Source: an optimization exercise on an open RTL-to-GDS flow (aim: small area). Production flows keep margins and buffers that such runs may drop.
In this exercise RTL edits were held to simulation tests only and were not proved equivalent to the original.
Power figures rest on the tool's default switching activity, not on a simulated workload.

===== flow/run.sh =====
#!/bin/bash
# synth_recipe.tcl (not shown) runs the flow's synth.tcl, then flattens the netlist and writes it again
# the make line also repeats each setting of config.mk as NAME=value (left out here)
make -C /OpenROAD-flow-scripts/flow DESIGN_CONFIG=/design/flow/config.mk WORK_HOME=/design/flow/orfs CLKGATE_MAP_FILE= SYNTH_SCRIPT=/design/flow/synth_recipe.tcl finish

===== flow/config.mk =====
export PLATFORM = sky130hd
export DESIGN_NAME = pxc_decoder
export DESIGN_NICKNAME = pxc_decoder
export VERILOG_FILES = /design/flow/design.v
export SDC_FILE = /design/flow/constraint.sdc
export NUM_CORES = 4
export LEC_CHECK = 0
export CAP_MARGIN = 20
export CORE_MARGIN = 2
export CORE_UTILIZATION = 40
export SLEW_MARGIN = 20

===== flow/constraint.sdc =====
create_clock -name core_clock -period 10.0 [get_ports {clk}]
set_input_delay 2.0000 -clock core_clock [delete_from_list [all_inputs] [get_ports {clk}]]
set_output_delay 2.0000 -clock core_clock [all_outputs]
set_load 0.01 [all_outputs]

===== flow/design.v =====
module pxc_decoder (
    input             clk,
    input             rst,
    input             start,
    input      [3:0]  op,
    input      [4:0]  fmt,
    input      [10:0] width,
    input      [10:0] height,
    input      [23:0] in_len,
    output            busy,
    output            done,
    output     [2:0]  sel_codec,
    output reg        sel_ov,
    output reg        sel_lr,
    output reg [1:0]  err,
    output reg [10:0] err_info,
    output reg        w_rsvd,
    output reg        w_dim,
    output reg        w_fmt,
    output reg        w_trunc,
    output reg        w_fallback,
    output reg [31:0] hdr,
    output            in_re,
    output     [21:0] in_addr,
    input      [31:0] in_rdata,
    output            pal_re,
    output     [7:0]  pal_raddr,
    input      [31:0] pal_rdata,
    output            pal_we,
    output     [7:0]  pal_waddr,
    output     [31:0] pal_wdata,
    output            out_we,
    output     [21:0] out_addr,
    output     [31:0] out_data
);
    localparam [4:0]
        S_IDLE   = 5'd0,
        S_FIN    = 5'd1,
        S_CHK    = 5'd2,
        S_CHK2   = 5'd3,
        S_HDR    = 5'd4,
        S_MUL    = 5'd5,
        S_DEC1   = 5'd6,
        S_RINIT  = 5'd7,
        S_RA2    = 5'd8,
        S_RC2    = 5'd9,
        S_RA3    = 5'd10,
        S_RC3    = 5'd11,
        S_RA4    = 5'd12,
        S_RC4    = 5'd13,
        S_POST   = 5'd14,
        S_PLINIT = 5'd15,
        S_PLCHK  = 5'd16,
        S_PRD    = 5'd17,
        S_PWR    = 5'd18,
        S_DINIT  = 5'd19,
        S_DADD   = 5'd20,
        S_PX     = 5'd21,
        S_ST     = 5'd22,
        S_IX     = 5'd23,
        S_WR     = 5'd24,
        S_WR2    = 5'd25,
        S_END    = 5'd26,
        S_HR     = 5'd27,
        S_HL     = 5'd28;
    reg [4:0]  state;
    reg [3:0]  op_r;
    reg [4:0]  fmt_r;
    reg [10:0] w_r, h_r;
    reg [23:0] len_r;
    reg [22:0] c;         
    reg [26:0] P;         
    reg [2:0]  codec;
    wire is10    = (op_r == 4'd10);
    wire indexed = (codec == 3'd1) || (codec == 3'd2) || (codec == 3'd3) || (codec == 3'd4);
    wire pal     = op_r[3] && (op_r[0] || op_r[1]) && indexed;    
    wire h_zero  = (h_r == 11'd0);
    wire [10:0] h_dec = h_r - 11'd1;
    reg [4:0] bpp_m1;
    reg [7:0] k_m1;
    always @(*) begin
        case (codec)
            3'd1:    begin bpp_m1 = 5'd0;  k_m1 = 8'd1;   end
            3'd2:    begin bpp_m1 = 5'd1;  k_m1 = 8'd3;   end
            3'd3:    begin bpp_m1 = 5'd3;  k_m1 = 8'd15;  end
            3'd4:    begin bpp_m1 = 5'd7;  k_m1 = 8'd255; end
            3'd5:    begin bpp_m1 = 5'd15; k_m1 = 8'd0;   end
            3'd6:    begin bpp_m1 = 5'd23; k_m1 = 8'd0;   end
            default: begin bpp_m1 = 5'd31; k_m1 = 8'd0;   end
        endcase
    end
    wire [24:0] cmp  = {1'b0, len_r} + {1'b0, ~P[26:3]};
    wire        pres = cmp[24];                  
    wire        eq   = (cmp[23:0] == 24'd0);     
    reg         k_use;
    always @(*) begin
        case (state)
            S_PLINIT: k_use = 1'b1;
            S_DINIT:  k_use = pal;
            default:  k_use = 1'b0;
        endcase
    end
    wire [21:0] hk    = {21'd0, is10} + (k_use ? {14'd0, k_m1} + 22'd1 : 22'd0);
    wire [26:0] kload = {hk - 22'd1, 5'b11111};      
    reg  [5:0]  step;
    always @(*) begin
        case (state)
            S_PWR:   step = 6'd32;
            S_PX:    step = 6'd16;
            S_WR2:   step = 6'd8;
            default: step = {1'b0, bpp_m1} + 6'd1;
        endcase
    end
    wire p_add_c = (state == S_RA2) || (state == S_RA3) || (state == S_RA4) || (state == S_DADD);
    wire p_load  = (state == S_CHK) || (state == S_RINIT) || (state == S_PLINIT) ||
                   (state == S_DINIT) || (state == S_END);
    wire [26:0] p_a   = p_load ? 27'd0 : P;
    wire [26:0] p_b   = p_add_c ? {{4{c[22]}}, c} : p_load ? kload : ~{21'd0, step};
    wire        p_cin = !p_load;
    wire [26:0] p_sum = p_a + p_b + {26'd0, p_cin};
    wire [22:0] c_sum = c + ((state == S_MUL) ? {12'd0, w_r} : 23'h7FFFFF);
    wire        straddle = (codec == 3'd6) && !P[4];
    reg  [1:0]  bsel;
    always @(*) begin
        case (codec)
            3'd5:    bsel = {P[4], 1'b0};
            3'd6:    bsel = {state == S_WR2, P[3]};
            3'd7:    bsel = 2'd0;
            default: bsel = P[4:3];
        endcase
    end
    wire [47:0] win = {fmt_r, w_r, in_rdata};
    wire [31:0] sh  = win >> {bsel, 3'b000};
    wire [7:0]  bsh = sh[7:0] >> (~P[2:0]);
    reg  [7:0]  idx;
    always @(*) begin
        case (codec)
            3'd1:    idx = {7'd0, bsh[0]};
            3'd2:    idx = {6'd0, bsh[1:0]};
            3'd3:    idx = {4'd0, bsh[3:0]};
            default: idx = bsh;
        endcase
    end
    wire [4:0]  r5 = sh[15:11];
    wire [5:0]  g6 = sh[10:5];
    wire [4:0]  b5 = sh[4:0];
    reg  [31:0] tc;
    always @(*) begin
        case (codec)
            3'd5:    tc = {8'hFF, b5, b5[4:2], g6, g6[5:4], r5, r5[4:2]};
            3'd6:    tc = {8'hFF, sh[23:0]};
            default: tc = sh;
        endcase
    end
    assign busy      = (state != S_IDLE) && (state != S_FIN);
    assign done      = (state == S_FIN);
    assign sel_codec = (err != 2'd0) ? 3'd0 : codec;
    always @(*) begin
        err_info = 11'd0;
        if (err == 2'd2) err_info = {7'd0, op_r};
        else if (err == 2'd1) begin
            case (codec)
                3'd0:    err_info = 11'd4;
                3'd1:    err_info = 11'd8;
                3'd2:    err_info = 11'd16;
                3'd3:    err_info = 11'd64;
                default: err_info = 11'd1024;
            endcase
        end
    end
    assign in_re     = (state == S_CHK2) || (state == S_PRD) || (state == S_PX) ||
                       (state == S_ST) || (state == S_HR);
    assign in_addr   = P[26:5];
    assign pal_re    = (state == S_IX);
    assign pal_raddr = pres ? idx : 8'd0;
    assign pal_we    = (state == S_PWR);
    assign pal_waddr = h_r[7:0];
    assign pal_wdata = {in_rdata[31:24], in_rdata[7:0], in_rdata[15:8], in_rdata[23:16]};
    assign out_we    = (state == S_WR) || (state == S_WR2);
    assign out_addr  = c[21:0];
    assign out_data  = indexed ? pal_rdata : (pres ? tc : 32'd0);
    wire idle_like = (state == S_IDLE) || (state == S_FIN);
    always @(posedge clk) begin
        if (p_add_c || p_load || state == S_PWR || state == S_WR || state == S_WR2 ||
            (state == S_PX && straddle && pres && !c[22]))
            P <= p_sum;
    end
    always @(posedge clk) begin
        if (rst) begin
            state      <= S_IDLE;
            codec      <= 3'd0;
            sel_ov     <= 1'b0;
            sel_lr     <= 1'b0;
            err        <= 2'd0;
            w_rsvd     <= 1'b0;
            w_dim      <= 1'b0;
            w_fmt      <= 1'b0;
            w_trunc    <= 1'b0;
            w_fallback <= 1'b0;
            hdr        <= 32'd0;
        end else begin
            case (state)
                S_IDLE, S_FIN: begin
                    if (start) begin
                        op_r       <= op;
                        fmt_r      <= fmt;
                        w_r        <= width;
                        h_r        <= height;
                        len_r      <= in_len;
                        c          <= 23'd0;
                        codec      <= 3'd0;
                        sel_ov     <= 1'b0;
                        sel_lr     <= 1'b0;
                        err        <= 2'd0;
                        w_rsvd     <= 1'b0;
                        w_dim      <= 1'b0;
                        w_fmt      <= 1'b0;
                        w_trunc    <= 1'b0;
                        w_fallback <= 1'b0;
                        state      <= S_CHK;
                    end else begin
                        state      <= S_IDLE;
                    end
                end
                S_CHK: begin
                    if (op_r > 4'd10) begin
                        err   <= 2'd2;
                        state <= S_FIN;
                    end else if (is10) begin
                        state <= S_CHK2;
                    end else begin
                        state <= S_MUL;
                    end
                end
                S_CHK2: begin
                    if (!pres) begin
                        err   <= 2'd1;
                        state <= S_FIN;
                    end else begin
                        state <= S_HDR;
                    end
                end
                S_HDR: begin
                    fmt_r  <= in_rdata[4:0];
                    w_r    <= in_rdata[20:10];
                    h_r    <= in_rdata[31:21];
                    w_rsvd <= (in_rdata[7:5] != 3'd0);
                    w_fmt  <= (in_rdata[4:0] >= 5'd11);
                    state  <= S_MUL;
                end
                S_MUL: begin
                    if (h_zero) begin
                        state <= S_DEC1;
                    end else begin
                        c   <= c_sum;
                        h_r <= h_dec;
                    end
                end
                S_DEC1: begin
                    c     <= c_sum;
                    state <= S_RINIT;
                end
                S_RINIT: begin
                    w_dim <= is10 && c[22];
                    if (op_r != 4'd0 && op_r <= 4'd7) begin
                        codec <= op_r[2:0];
                        state <= S_DINIT;
                    end else begin
                        h_r   <= 11'd15;
                        state <= S_RA2;
                    end
                end
                S_RA2, S_RA3, S_RA4: begin
                    if (h_zero) state <= state + 5'd1;
                    else        h_r   <= h_dec;
                end
                S_RC2: begin
                    if (eq) begin
                        codec  <= 3'd5;
                        sel_ov <= (op_r != 4'd0) && (fmt_r != 5'd4);
                        state  <= S_POST;
                    end else begin
                        h_r    <= 11'd7;
                        state  <= S_RA3;
                    end
                end
                S_RC3: begin
                    if (op_r == 4'd0) begin
                        codec      <= eq ? 3'd6 : 3'd5;
                        w_fallback <= !eq;
                        state      <= S_POST;
                    end else begin
                        w_fallback <= eq;        
                        h_r        <= 11'd7;
                        state      <= S_RA4;
                    end
                end
                S_RC4: begin
                    state <= S_POST;
                    if (eq) begin
                        codec      <= 3'd7;
                        sel_ov     <= (fmt_r != 5'd5);
                        w_fallback <= 1'b0;
                    end else if (fmt_r >= 5'd7 && fmt_r <= 5'd10) begin
                        codec      <= fmt_r[2:0] + 3'd2;
                        w_fallback <= 1'b0;
                    end else if (fmt_r == 5'd4) begin
                        codec      <= w_fallback ? 3'd6 : 3'd5;
                        w_fallback <= !w_fallback;
                    end else if (fmt_r == 5'd5) begin
                        codec      <= 3'd7;
                        w_fallback <= 1'b0;
                    end else begin
                        codec      <= 3'd5;
                        sel_lr     <= 1'b1;
                        w_fallback <= 1'b1;
                    end
                end
                S_POST: begin
                    if (op_r == 4'd8)   state <= S_FIN;
                    else if (pal)       state <= S_PLINIT;
                    else                state <= S_DINIT;
                end
                S_PLINIT: begin
                    h_r   <= {3'd0, k_m1};
                    state <= S_PLCHK;
                end
                S_PLCHK: begin
                    if (!pres) begin
                        err   <= 2'd1;
                        state <= S_FIN;
                    end else begin
                        state <= S_PRD;
                    end
                end
                S_PRD: state <= S_PWR;
                S_PWR: begin
                    if (h_zero) state <= S_DINIT;
                    else begin
                        h_r   <= h_dec;
                        state <= S_PRD;
                    end
                end
                S_DINIT: begin
                    h_r   <= {6'd0, bpp_m1};
                    state <= S_DADD;
                end
                S_DADD: begin
                    if (h_zero) state <= S_PX;
                    else        h_r   <= h_dec;
                end
                S_PX: begin
                    if (c[22]) begin
                        state <= S_END;
                    end else begin
                        if (!pres) w_trunc <= 1'b1;
                        if (indexed)                state <= S_IX;
                        else if (straddle && pres)  state <= S_ST;
                        else                        state <= S_WR;
                    end
                end
                S_ST: begin
                    fmt_r <= in_rdata[15:11];
                    w_r   <= in_rdata[10:0];
                    state <= S_WR2;
                end
                S_IX: state <= S_WR;
                S_WR, S_WR2: begin
                    c     <= c_sum;
                    state <= S_PX;
                end
                S_END: state <= is10 ? S_HR : S_FIN;
                S_HR:  state <= S_HL;
                S_HL: begin
                    hdr   <= in_rdata;
                    state <= S_FIN;
                end
                default: state <= S_IDLE;
            endcase
        end
    end
endmodule

==> results of run 1 <==
[sequential cells by signal, summed over array words and instances (netlist names), 2 cells and up]
signal,count
c,23
hdr,32
len_r,24
P,27
op_r,4
h_r,11
codec,3
fmt_r,5
err,2
w_r,11
state,5
[worst min-delay path, stage by stage (launching register included)]
cell	delay [ns]
dfxtp_1	0.32
nand2_1	0.05
a21oi_1	0.05
[per-layer routing]
metal	global-route usage	part of all wire
met1	0.389	0.43
met2	0.458	0.47
met3	0.0432	0.074
met4	0.0969	0.027
met5	0	0
[layout by cell type (no fill, tap or decap), drive strengths merged, types with 9 or more instances in the layout]
cell type	synthesis	routed
clkdlybuf4s50	0	301
nand2	267	267
a21oi	144	144
nor2	135	135
edfxtp	105	105
ha	85	85
o21ai	84	84
inv	64	74
dfxtp	49	49
nor3	43	43
nand3	39	39
xnor2	39	39
o31ai	36	36
nor4	34	34
mux2i	33	33
nor2b	30	30
buf	99	29
o21a	26	26
xor2	21	21
a22oi	20	20
and2	20	20
a211oi	20	20
a21o	19	19
or2	19	19
clkbuf	77	17
and3	15	15
a31oi	14	14
a221oi	14	14
nand2b	12	12
a21boi	12	12
o21bai	11	11
mux2	11	11
nand4	10	10
o2111ai	10	10
o22ai	9	9
[cells by family after synthesis]
group                    after synthesis  share of synthesized area
other                                  1                   0.000272
AND/OR/NAND/NOR                      649                      0.219
XOR/XNOR                              60                     0.0381
AO/OA/AOI/OAI                        472                      0.223
multiplexers                          52                     0.0460
flip-flops                           154                      0.300
adder cells (fa/ha/maj)               89                     0.0830
buffers and inverters                242                     0.0910
[layout make-up]
| type | count | area (um2) |
|---|---|---|
| clock buffers | 17 | 425 |
| clock inverters | 15 | 171 |
| fillers | 3248 | 16500 |
| inverters | 66 | 248 |
| multi-input cells | 1326 | 8450 |
| flip-flops and latches | 154 | 4130 |
| well taps | 448 | 561 |
| repair buffers | 330 | 3230 |
[worst paths after layout]
kind,endpoint,start,slack (ns),depth (start not counted)
worst max-delay path,pal_raddr[1],in_rdata[13],3.42,8
worst min-delay path,w_rsvd,w_rsvd,0.45,2
worst max register to register,P[25],state[0],4.11,20
worst min register to register,w_rsvd,w_rsvd,0.45,2
[power by group]
part / switching, W / internal, W
sequential: 0.000167 / 0.000945
combinational: 0.00180 / 0.00132
clock: 0.000342 / 0.000339
[through the flow]
stage               power, W  utilization  setup slack, ns  area [um2]  instances
finish               0.00491        0.511             3.42       17200       2356
CTS                  0.00488        0.511             3.48       17200       2356
floorplan            0.00321            -             4.90       13800       1722
global placement     0.00416        0.493             3.56       16600       2324
global route         0.00525        0.511             3.20       17200       2356
detailed placement   0.00418        0.493             3.52       16600       2324
==> flow_summary.ini, run 1 <==
[die]
ios = 307
coreArea_um2 = 33700
fp.dieW_um = 190
start_util = 0.409
die-area_um2 = 36000
die_h_um = 190
rows = 67

[job]
cap_viol_max_count = 0

[synth]
synth_ff_type = edfxtp_1
ys_seq_area_frac = 0.300
synth-edff-count = 105
ys_ff_latch = 154
synth_cells = 1719
ys_types = 85
synth_top_area_frac = 0.229
netlist_top_cells_count = nand2_1 (267), a21oi_1 (143), nor2_1 (135)
syn_area_um2 = 13800
synth.largest_area_cell = edfxtp_1
async_reset_ff_frac = 0
yosysMostFrequentCell = nand2_1
synth.avg_cell_area_um2 = 8.02
yosys_warnings = 1
netlist_top_cells_area = edfxtp_1 (23%), ha_1 (7.7%), nand2_1 (7.3%)

[timing]
fin_setup_tns_ns = 0
finalHoldViolCount = 0
rsz0062_at_grt = false
finalCriticalPeriod_ns = 6.58
hold-worst-slack_ns = 0.452
setup_viol = 0
slew_headroom = 0.348
min_period_over_period = 0.658
max_clock_freq_mhz = 152
clock_skew_ns = 0.0152
slew_violations = 0
worst-slew-pin-transition_ns = 0.971

[drt]
wl_per_cell_um = 22.2
viasPerCell = 5.87
via_count = 13822
drt_iter0_markers = 1423
drc = 0
finalWirelength_mm = 52.3
drtPass1Iterations = 6
postRouteAntennaNets = 0

[placed_design]
port_buffers = 302
dp_hpwl_mm = 40.0
place_congestion = 0.948

[outcome]
outcome = finished clean

[final_layout]
drive_gt1_frac = 0.0645
antenna_cells = 0
nets = 2106
area_growth_pct = 24.9

[setup_path]
path_cells = clkdlybuf4s50_1 > mux2i_1 > mux2i_1 > mux2i_1 > o21ai_0 > o21ai_0 > nor3_1 > clkdlybuf4s50_1
crit_family = buffers and inverters
worst_ep_required_time_ns = 8.00
max_stage_delay_ns = 0.62
endpoint_kind = output pin
crit_top_cell = mux2i_1
start_kind = input port
path_buf_inv = 2
crit_type = input port to output pin
cp.arrival_ns = 4.58
slowest_stage = clkdlybuf4s50_1
crit_fanout = 5

[clock_network]
cts_setup_buffers = 0
clkTransAtPathRegs_ns = 0.08
clk_latency_ns = 0.46
root_buffer = clkbuf_16
cts_hold_buf = 0
cts_made_buffers = 17
cts_tree = yes
cts.sinks = 154
cts_resized = 0
clock_tree.buffer_depth = 2
h-tree-depth = 4

[grt]
grt.total_usage = 0.284
grt_pass1_vias = 13133
antenna_found_initial = 0
grt_overflow = 0
grt_first_pass_wirelength_mm = 78.7
grt_max_degree = 69

[pwr]
powerDensity_nw_per_um2 = 285
p_leak_nw = 6.37
ir_drop_uv = 144

[hold_path]
hold_path_class = register to register
==> inputs of run 2 (changes only) <==
--- a/flow/config.mk
+++ b/flow/config.mk
@@ -5,6 +5,7 @@
 export SDC_FILE = /design/flow/constraint.sdc
 export NUM_CORES = 4
 export LEC_CHECK = 0
+export ABC_AREA = 1
 export CAP_MARGIN = 20
 export CORE_MARGIN = 2
 export CORE_UTILIZATION = 40
==> flow_summary.ini, run 2 <==
[job]
cap_viol_max_count = 0

[pwr]
switchingPower_w = 0.00195
finalPower_w = 0.00415
p_int_w = 0.00220
clkPwrFrac = 0.166
ir_drop_uv = 136
p_leak_nw = 7.57
seqPwrFrac = 0.239
swShare = 0.469
p_comb_frac = 0.595
powerDensity_nw_per_um2 = 239

[placed_design]
place_congestion = 0.960
port_buffers = 302
dp_hpwl_mm = 41.8

[die]
die_h_um = 191
fp.dieW_um = 191
coreArea_um2 = 34500
ios = 307
rows = 68
start_util = 0.404
die-area_um2 = 36300

[clock_network]
cts_made_buffers = 17
clkTransAtPathRegs_ns = 0.08
cts_tree = yes
clock_tree.buffer_depth = 2
clk_latency_ns = 0.46
cts_hold_buf = 0
root_buffer = clkbuf_16
cts_setup_buffers = 0
cts.sinks = 154
h-tree-depth = 4
cts_resized = 0

[timing]
setup_viol = 0
clock_skew_ns = 0.0157
rsz0062_at_grt = false
worst-slew-pin-transition_ns = 1.20
max_clock_freq_mhz = 148
finalCriticalPeriod_ns = 6.75
hold-worst-slack_ns = 0.467
fin_setup_tns_ns = 0
slew_headroom = 0.191
slew_violations = 0
min_period_over_period = 0.675
finalHoldViolCount = 0

[setup_path]
path_cells = clkdlybuf4s50_1 > inv_1 > o21ai_0 > o21ai_0 > nand2_1 > nand3_1 > o211ai_1 > o21ai_1 > nor2_1 > clkdlybuf4s50_1
max_stage_delay_ns = 0.97
crit_family = compound AO/OA/AOI/OAI gates
crit_type = input port to output pin
start_kind = input port
endpoint_kind = output pin
cp.arrival_ns = 4.75
slowest_stage = o21ai_0
path_buf_inv = 3
worst_ep_required_time_ns = 8.00
crit_fanout = 4

[outcome]
outcome = finished clean

[synth]
synth.avg_cell_area_um2 = 6.91
ys_ff_latch = 154
synth_ff_type = edfxtp_1
synth_cells = 2016
ys_types = 69
synth.largest_area_cell = edfxtp_1
syn_area_um2 = 13900
synth-edff-count = 105
netlist_top_cells_count = nand2_1 (465), inv_1 (250), nor2_1 (204)
yosys_warnings = 1
async_reset_ff_frac = 0
ys_seq_area_frac = 0.297
synth_top_area_frac = 0.226
netlist_top_cells_area = edfxtp_1 (23%), nand2_1 (13%), ha_1 (7.6%)
yosysMostFrequentCell = nand2_1

[drt]
drc = 0
viasPerCell = 5.42
wl_per_cell_um = 19.5
drt_iter0_markers = 1436
finalWirelength_mm = 52.4
postRouteAntennaNets = 0
drtPass1Iterations = 5
via_count = 14544

[final_layout]
n_fill_cell = 3449
area_growth_pct = 24.5
drive_gt1_frac = 0.0584
layout_commonest_cell = nand2_1
layout_common_cells = nand2_1 (465), clkdlybuf4s50_1 (302), inv_1 (250)
nets = 2425
largest_register = hdr
largest_reg_flops = 32
top_regs = hdr x32, P x27, len_r x24
antenna_cells = 0

[grt]
grt_overflow = 0
grt_pass1_vias = 13564
grt.total_usage = 0.283
antenna_found_initial = 0
grt_first_pass_wirelength_mm = 78.7
grt_max_degree = 58

[hold_path]
hold_path_class = register to register
run 2: cell types whose count changed after synthesis, sizes merged, moves of 24 or more:
cell and delta:
nand2 +216, inv +205, o21ai +101, nor2 +93, clkbuf -47, nand3 +36, o31ai -34, mux2i -31
nor2b -30, xnor2 -27, o211ai +24
run 2: metal layers:
layer / GRT usage / vias up / routed length (um)
li1: - / 7064 / -
met1: 0.398 / 6815 / 23800
met2: 0.455 / 612 / 24100
met3: 0.0440 / 53 / 3600
met4: 0.0656 / 0 / 892
met5: 0 / - / 0
run 2: power groups by stage:
stage,clock network [W],logic (W),registers [W]
finish,0.000688,0.00247,0.000994
global route,0.000723,0.00271,0.00101
global placement,0,0.00243,0.00101
floorplan,0,0.00166,0.000960
detailed placement,0,0.00243,0.00101
CTS,0.000698,0.00245,0.000994
run 2: layout make-up:
class	count	area, um2	share of cell area
Multi-Input combinational cell	1457	7920	0.457
Inverter	271	1020	0.0586
Tap cell	455	569	0.0328
Clock buffer	19	454	0.0262
Timing Repair Buffer	313	3110	0.179
Clock inverter	13	148	0.00851
Sequential cell	154	4130	0.238
run 2: worst paths after layout:
check	start	endpoint	slack, ns	cells past startpoint
worst max-delay path	in_rdata[9]	pal_raddr[0]	3.25	10
worst min-delay path	w_rsvd	w_rsvd	0.47	2
worst max register to register	codec[2]	P[24]	4.54	25
worst min register to register	w_rsvd	w_rsvd	0.47	2
run 2: stage by stage:
stage          worst slack, ns   util  cells  area [um2]
4_1_cts                   3.41  0.503   2682       17300
3_5_place_dp              3.43  0.486   2650       16700
5_1_grt                   3.15  0.503   2682       17300
2_1_floorplan             5.00      -   2019       13900
6_report                  3.25  0.503   2682       17300
3_3_place_gp              3.40  0.486   2650       16700
run 2: cell families after synthesis:
logic type,after synthesis,synth area share
compound gates,467,0.195
xor+xnor,38,0.0249
fa+ha+maj,89,0.0821
buf+inv,408,0.137
flops,154,0.297
mux,2,0.00144
other cells,1,0.000269
simple gates,857,0.263
run 2: worst min-delay path, delay by kind of cell, from the launching register on:
family / cells / cell delay, ns
AO/OA/AOI/OAI: 1 / 0.05
AND/OR/NAND/NOR: 1 / 0.06
flip-flops: 1 / 0.32

## static timing again, ports no longer ideal
Ports are ideal in the flow. The routed layouts listed here were re-timed in OpenROAD.
Step 1, drivers: a clkbuf_16 drives clk and a buf_2 each remaining input, both assumed.
Step 2 also shifts input and output timing later by t, the mid clock arrival at the registers, as if the neighbouring blocks saw the same clock.
a / b / c = ideal / step 1 / step 2; a / b = the first two.
run	t, ns	slack for setup (ns)	clock arrival spread, ns	slew at the worst register clock pin (ns)	worst slew at a driven data input, ns
run 1	0.510	3.421 / 3.389 / 3.389	0.015 / 0.016	0.08 / 0.08	0.08
run 2	0.504	3.246 / 3.226 / 3.226	0.016 / 0.015	0.08 / 0.08	0.07
After both steps every run listed still meets setup and hold. For run 1, which loses most, drivers alone change the setup slack by -0.032 ns; drivers and shift together by -0.032 ns.
